Source: an optimization exercise on an open RTL-to-GDS flow (aim: small area, a short achievable clock period and few clock cycles). Production flows keep margins and buffers that such runs may drop. The RTL was checked by simulation tests, not by an equivalence proof against the original design.

## build 35
## sv_core
module sv_core (
    input  wire        clk,
    input  wire        rst,
    input  wire        cmd_valid,
    output wire        cmd_ready,
    input  wire [1:0]  cmd_op,
    input  wire [31:0] cmd_x,
    input  wire [31:0] cmd_g,
    input  wire [31:0] cmd_k,
    output reg         rsp_valid,
    output wire [7:0]  rsp_status,
    output wire [31:0] rsp_lp,
    output wire [31:0] rsp_hp,
    output wire [31:0] rsp_bp
);
    localparam OP_PROCESS = 2'd0;
    localparam OP_RESET   = 2'd1;
    localparam OP_SETCOEF = 2'd2;
    localparam [31:0] ONE    = 32'h3F800000;    
    localparam [31:0] G_RST  = 32'h3F800000;    
    localparam [31:0] GK_RST = 32'h40400000;    
    localparam [31:0] D_RST  = 32'h3E800000;    
    localparam [7:0]  K_MIN_E = 8'h77;          
    reg  st_idle, st_r, st_s1, st_s2, st_s3, st_s4, st_s5, st_s6, st_s7;
    reg  st_c1, st_c2, st_c3, st_dv;
    reg  [3:0]  cnt;
    reg  [31:0] g, gk, d;
    reg  [31:0] s1, s2;
    reg  [31:0] xr, mr, ar;
    reg         st_inv, st_ill;
    wire dv_last;
    wire ready = st_idle | st_r | dv_last;
    assign cmd_ready  = ready;
    assign rsp_status = {5'd0, st_ill, 1'b0, st_inv};
    assign rsp_lp = s2;
    assign rsp_hp = xr;
    assign rsp_bp = ar;
    wire acc = cmd_valid & ready;
    wire [31:0] mul_y, add_y;
    reg  sm_rdy, sm_x, sm_ar;              
    reg  sa_x, sa_m, sa_ar;                
    reg  sb_m, sb_s2;                      
    reg  s_sub;
    wire [31:0] mul_a = ({32{sm_rdy}} & gk) | ({32{st_s3}} & d) | ({32{~(sm_rdy | st_s3)}} & g);
    wire [31:0] mul_b = ({32{sm_rdy}} & s1) | ({32{sm_x}} & xr) | ({32{sm_ar}} & ar);
    wire [31:0] add_a = ({32{sa_x}} & xr) | ({32{sa_m}} & mr) | ({32{sa_ar}} & ar);
    wire [31:0] add_b = ({32{sb_m}} & mr) | ({32{sb_s2}} & s2) | ({32{st_s5}} & s1) |
                        ({32{st_c1}} & g) | ({32{st_c3}} & ONE);
    wire        add_sub = s_sub;
    sv_fp_mul u_mul (.a(mul_a), .b(mul_b), .y(mul_y));
    sv_fp_add u_add (.a(add_a), .b(add_b), .sub(add_sub), .y(add_y));
    wire [24:0] rem_in = (cnt == 4'd0) ? ((ar[22:0] == 23'd0) ? 25'd0 : 25'h1000000) : xr[24:0];
    wire [24:0] rem_nx;
    wire [1:0]  qb;
    wire [31:0] d_rnd;
  ...
export LEC_CHECK = 0
export ABC_AREA = 1
export CAP_MARGIN = 20
export CORE_MARGIN = 2
export CORE_UTILIZATION = 40
export PLACE_DENSITY = 0.5
export SLEW_MARGIN = 20
export TNS_END_PERCENT = 5
create_clock -name core_clock -period 24.0 [get_ports {clk}]
standard.sh (not shown) runs the stock make flow with config.mk's settings and CLKGATE_MAP_FILE= SYNTH_SCRIPT=/design/flow/synth_recipe.tcl, a recipe that flattens the netlist after the stock synthesis.
==> flow/flow/run.sh <==
#!/bin/bash
# Layout: the standard flow (standard.sh: unchanged synthesis and steps),
# with ORFS's repair_timing asked to leave a setup slack margin of 12.5 ns,
# so that it sizes and buffers the critical paths for a short achieved
# period. The clock, its period and the constraints are the standard flow's.
set -euo pipefail
bash standard.sh SETUP_SLACK_MARGIN=12.5 finish > standard_finish.log 2>&1
Testbench counts of build 35, summed over its fixed seeds: cycles 52,586.
> inputs changed (build 35 -> build 82)
Settings: setting GPL_TIMING_DRIVEN to 0 for the first time.
==> flow/flow/run.sh <==
#!/bin/bash
# Layout: the standard flow (standard.sh: unchanged synthesis and steps),
# with ORFS's repair_timing asked to leave a setup slack margin of 13 ns,
# so that it sizes and buffers the critical paths for a short achieved
# period. The clock, its period and the constraints are the standard flow's.
set -euo pipefail
bash standard.sh SETUP_SLACK_MARGIN=13 finish > standard_finish.log 2>&1
Notes after the runs:
Compared build 82 vs build 35, and utilization after layout is up in build 82.
Across build 82 and build 35, none had a timing, DRC or antenna violation.
Taking build 35 as the reference point, the number of nets in the finished design of build 82 rises by 282.
Pin count of the biggest net entering global routing: lower on build 82
Re half-perimeter wire length after placement: build 82 and build 35 aren't equal, and the lower value belongs to build 35.
Of the two values seen for endpoint of the most critical setup path, s2[29]$_SDFFE_PP0P_ was produced by build 35 and xr[29]$_DFFE_PP_ by build 82.
The highest-delay cell along the critical path comes out sky130_fd_sc_hd__edfxtp_1 in one run and sky130_fd_sc_hd__a2111oi_4 in the other, namely in build 82 and build 35 respectively.
Delta (build 82 minus build 35): fraction of standard cell area in multi-input logic decreased 0.89 points.
--- input diff build 82..build 45 ---
Settings: CORE_UTILIZATION now 38, was 40; PLACE_DENSITY now 0.45, was 0.5; GPL_TIMING_DRIVEN no longer set, was 0.
Findings:
- The run with more routed wire is build 45, not build 82.
- Compared build 45 against build 82; clock transition time at the flip-flop clock pins of the worst setup and hold paths within noise.
- The run showing the smaller iteration count of the initial detailed-routing pass is build 45.
- The higher worst hold slack came out of build 82.
- Changes observed in build 45 relative to build 82: area used by multi-input combinational logic neither gained nor lost much, fraction of area in registers stayed essentially flat, clock-buffer cell count higher, maximum frequency increased by about 2.1% relative to the old numbers.
For build 28, these inputs were changed with respect to build 45:
Settings: PLACE_DENSITY now 0.5, was 0.45; CORE_UTILIZATION now 40, was 38.
### Flow results
- Diff build 45 -> build 28: met1 routing resource usage after global routing increased by 1.8 points relative to the old numbers; sequential share of layout area held steady.
- Build 28 ends up with a critical path data required time that is 0.13 ns higher than in build 45.
- Note that the total of clock buffers placed in the layout recorded for build 45 amounts to 1.12 times the value seen in build 28.
- Pre-CTS setup slack, build 28 and build 45, higher one = build 28.
- Side by side, detailed placer's ending HPWL turned out lower in build 28 than in build 45.
- Of build 28 and build 45, the higher global-route usage belongs to build 28.
- Global-route wire length before repair, build 28 and build 45, higher one = build 45.
- Going from build 45 to build 28, routed wire length went down 3.2%; non-clock buffer count in the final layout went down 44.

-- separate check: timing with driven ports --
The flow's constraints put no driver on any port. The routed layouts listed below were extracted and timed again, unchanged, in two steps. Step 1 (the two cells are an assumption about what drives the block):
set clk [get_ports {clk}]
set_driving_cell -lib_cell sky130_fd_sc_hd__clkbuf_16 $clk
set_driving_cell -lib_cell sky130_fd_sc_hd__buf_2 [delete_from_list [all_inputs] $clk]
Step 2 also shifts input and output timing later by t, the mid clock arrival at the registers, as if the neighbouring blocks saw the same clock. a / b / c = ideal ports / drivers / drivers and shift; a / b = the first two.
| run | t, ns | setup slack, ns | pins driven straight from the clock port |
|---|---|---|---|
| build 35 | 0.667 | 12.840 / 12.840 / 12.840 | 1 |
| build 82 | 0.653 | 13.011 / 13.011 / 13.011 | 1 |
| build 45 | 0.672 | 13.242 / 13.242 / 13.242 | 1 |
| build 28 | 0.676 | 13.311 / 13.311 / 13.311 | 1 |
After both steps setup and hold are still met in every run listed.
